This is an optimization exercise on Yosys and OpenROAD, whose aim is small area, not a production implementation. In this exercise RTL edits were held to simulation tests only and were not proved equivalent to the original. Power is estimated from default activity; no workload was simulated.

==> flow/design.v (excerpt) <==
module dcpu16_core (
    input  wire        clk,
    input  wire        rst,
    output reg         mem_req,
    output reg         mem_we,
    output wire [15:0] mem_addr,
    output wire [15:0] mem_wdata,
    input  wire        mem_ack,
    input  wire [15:0] mem_rdata,
    output wire        halted
);
make LEC_CHECK=0 ABC_AREA=1 CAP_MARGIN=30 CORE_MARGIN=2 CORE_UTILIZATION=30 CTS_BUF_LIST=sky130_fd_sc_hd__clkbuf_8 CTS_CLUSTER_DIAMETER=60 CTS_CLUSTER_SIZE=14 GPL_TIMING_DRIVEN=0 SLEW_MARGIN=30 finish   # period 10.0 ns
run.sh (not shown) runs the stock make flow with config.mk's settings and CLKGATE_MAP_FILE= SYNTH_SCRIPT=/design/flow/synth_recipe.tcl, a recipe that flattens the netlist after the stock synthesis.
Edit:
==> flow/flow/run.sh (new file) <==
#!/bin/bash
# The standard layout (the standard.sh: standard synthesis, ORFS from
# floorplan to finish), except that:
#  - the input and output ports are buffered with the platform's smallest
#    buffer, sky130_fd_sc_hd__buf_1 (every port still gets its own buffer);
#  - clock tree synthesis adds no dummy loads to the clock nets.
set -euo pipefail
export BUFFER_PORTS_ARGS="-buffer_cell sky130_fd_sc_hd__buf_1"
export CTS_ARGS="-sink_clustering_enable -repair_clock_nets -sink_clustering_size 10 -sink_clustering_max_diameter 45 -buf_list sky130_fd_sc_hd__clkbuf_4 -dont_use_dummy_load"
bash standard.sh > standard.log 2>&1
==> flow/standard.sh (new file) <==
#!/bin/bash
# synth_recipe.tcl (not shown) runs the flow's synth.tcl, then flattens the netlist and writes it again
# the make line also repeats each setting of config.mk as NAME=value (left out here)
make -C /OpenROAD-flow-scripts/flow DESIGN_CONFIG=/design/flow/config.mk WORK_HOME=/design/flow/orfs CLKGATE_MAP_FILE= SYNTH_SCRIPT=/design/flow/synth_recipe.tcl "${@:-finish}"
CORE_UTILIZATION = 40   (was 30)
CTS_BUF_LIST = sky130_fd_sc_hd__clkbuf_4   (was sky130_fd_sc_hd__clkbuf_8)
CTS_CLUSTER_DIAMETER = 45   (was 60)
CTS_CLUSTER_SIZE = 10   (was 14)
removed: flow/run.sh
What happened: Routed wire length stays flat; power came out lower by a little under a tenth; core utilization rose by 9.6 points; clock-buffer cell count went up by 11; final cell count is lower by a little under a tenth; worst hold slack got worse by 52 ps; die area is lower by a quarter to a third; design area fell by a few percent.
Edit:
==> flow/flow/run.sh (replaced) <==
#!/bin/bash
# The standard layout (the standard.sh: standard synthesis, ORFS from
# floorplan to finish), except that the input and output ports are buffered
# with the platform's smallest buffer, sky130_fd_sc_hd__buf_1, instead of the
# buffer_ports default. Every port still gets its own buffer.
set -euo pipefail
export BUFFER_PORTS_ARGS="-buffer_cell sky130_fd_sc_hd__buf_1"
bash standard.sh > standard.log 2>&1
CORE_UTILIZATION = 30   (was 40)
CTS_BUF_LIST = sky130_fd_sc_hd__clkbuf_8   (was sky130_fd_sc_hd__clkbuf_4)
CTS_CLUSTER_DIAMETER = 60   (was 45)
CTS_CLUSTER_SIZE = 14   (was 10)
What happened: Combinational power increases by about 3%. Flip-flop and latch count does not change. Clock-buffer cell count decreases by 13. Die area increases by 33%. Routed wire length increases by 2.1%. Worst hold slack gets better by 48 ps. Global-route usage decreases by 6.3 points. Via count decreases by 0.93%. Maximum frequency increases by 5.7%. Total power increases by about 5%.
Edit:
==> flow/flow/run.sh (replaced) <==
#!/bin/bash
# The standard layout (the standard.sh: standard synthesis, ORFS from
# floorplan to finish), except that:
#  - the input and output ports are buffered with the platform's smallest
#    buffer, sky130_fd_sc_hd__buf_1 (every port still gets its own buffer);
#  - clock tree synthesis adds no dummy loads to the clock nets.
set -euo pipefail
export BUFFER_PORTS_ARGS="-buffer_cell sky130_fd_sc_hd__buf_1"
export CTS_ARGS="-sink_clustering_enable -repair_clock_nets -sink_clustering_size 14 -sink_clustering_max_diameter 60 -buf_list sky130_fd_sc_hd__clkbuf_8 -dont_use_dummy_load"
bash standard.sh > standard.log 2>&1
After rerunning: The changed run went through all stages and came out clean. Cell count goes down by 0.72%. Routed wire length stays flat. Count of clock-buffer cells in the layout stays the same. Utilization goes down by 0.26 points. Total power is lower by 2.0%. Clock skew is higher by 57 ps. Register-to-register slack degrades by 60 ps. Setup slack gets worse by 220 ps. Global-route usage barely changes. Synthesized area does not change. Worst hold slack loses 13 ps.
Edit:
==> flow/flow/run.sh (replaced) <==
#!/bin/bash
# The standard layout (the standard.sh: standard synthesis, ORFS from
# floorplan to finish), except that:
#  - the input and output ports are buffered with the platform's smallest
#    buffer, sky130_fd_sc_hd__buf_1 (every port still gets its own buffer);
#  - the buffers ABC inserted during synthesis are removed at floorplan
#    (ORFS's REMOVE_ABC_BUFFERS); the resizer re-buffers where needed;
#  - clock tree synthesis adds no dummy loads to the clock nets.
set -euo pipefail
export BUFFER_PORTS_ARGS="-buffer_cell sky130_fd_sc_hd__buf_1"
export REMOVE_ABC_BUFFERS=1
export CTS_ARGS="-sink_clustering_enable -repair_clock_nets -sink_clustering_size 10 -sink_clustering_max_diameter 45 -buf_list sky130_fd_sc_hd__clkbuf_4 -dont_use_dummy_load"
bash standard.sh > standard.log 2>&1
CORE_UTILIZATION = 40   (was 30)
CTS_BUF_LIST = sky130_fd_sc_hd__clkbuf_4   (was sky130_fd_sc_hd__clkbuf_8)
CTS_CLUSTER_DIAMETER = 45   (was 60)
CTS_CLUSTER_SIZE = 10   (was 14)
Utilization rises by 11 points.
Global-route usage grows by 4.9 points.
Flip-flop and latch count stays the same.
Via count drops by 0.96%.
First-iteration DRC count rose by 19%.

---

Starting RTL as in the previous note.
clock: 10.0 ns
lec_check: 0
abc_area: 1
cap_margin: 30
core_margin: 2
core_utilization: 30
cts_buf_list: sky130_fd_sc_hd__clkbuf_4
cts_cluster_diameter: 45
cts_cluster_size: 10
gpl_timing_driven: 0
slew_margin: 30
standard.sh (not shown) runs the stock make flow with config.mk's settings and CLKGATE_MAP_FILE= SYNTH_SCRIPT=/design/flow/synth_recipe.tcl, a recipe that flattens the netlist after the stock synthesis.
==> flow/flow/run.sh <==
#!/bin/bash
# The standard layout (the standard.sh: standard synthesis, ORFS from
# floorplan to finish), except that:
#  - the input and output ports are buffered with the platform's smallest
#    buffer, sky130_fd_sc_hd__buf_1 (every port still gets its own buffer);
#  - clock tree synthesis adds no dummy loads to the clock nets.
set -euo pipefail
export BUFFER_PORTS_ARGS="-buffer_cell sky130_fd_sc_hd__buf_1"
export CTS_ARGS="-sink_clustering_enable -repair_clock_nets -sink_clustering_size 10 -sink_clustering_max_diameter 45 -buf_list sky130_fd_sc_hd__clkbuf_4 -dont_use_dummy_load"
bash standard.sh > standard.log 2>&1
Rerun with:
- CAP_MARGIN: 30 -> 20
- CORE_UTILIZATION: 30 -> 40
- SLEW_MARGIN: 30 -> 20
The new run produced a clean layout.
Sequential share of layout area is higher by 0.63 points.
Via count is higher slightly.
Worst setup slack loses 0.54 ns.
Cell area falls slightly.
Sequential cell count stays the same.
Critical path depth went down by 1.
Power came out lower slightly.
Register-to-register slack got worse by 0.15 ns.
Hold slack improved by 0.036 ns.

port drivers added, routing unchanged:
Ports are ideal in the flow. The routed layouts listed here were re-timed in OpenROAD. Step 1 sets driving cells, clkbuf_16 on the clock port and buf_2 on the other inputs (assumed; they add their load-dependent delay and slew). Step 2 adds t to the input delays and takes it off the output delays; t is the mean of the earliest and latest rising clock arrival at the registers after step 1. Input paths then give back, and output paths get back, about the clock's delay inside the block. a / b / c = no drivers / after step 1 / after step 2; a / b = the first two.
run	t, ns	slack for setup (ns)	clock arrival spread, ns	slew at the worst register clock pin (ns)
the first run of note 1	0.685	1.912 / 1.936 / 1.250	0.063 / 0.063	0.11 / 0.11
the second run of note 1	0.683	1.641 / 1.666 / 0.983	0.094 / 0.094	0.12 / 0.12
the third run of note 1	0.688	2.091 / 2.117 / 1.429	0.024 / 0.024	0.10 / 0.10
the fourth run of note 1	0.651	1.868 / 1.894 / 1.243	0.081 / 0.080	0.09 / 0.09
the fifth run of note 1	0.697	0.685 / 0.708 / 0.011	0.110 / 0.110	0.11 / 0.11
the first run of note 2	0.701	2.083 / 2.109 / 1.408	0.125 / 0.125	0.12 / 0.12
the second run of note 2	0.710	1.541 / 1.567 / 0.857	0.079 / 0.079	0.12 / 0.12
After both steps setup and hold are still met in every run listed. The setup slack of the second run of note 2, which loses most, moves by +0.026 ns with the drivers and by -0.684 ns with both steps.
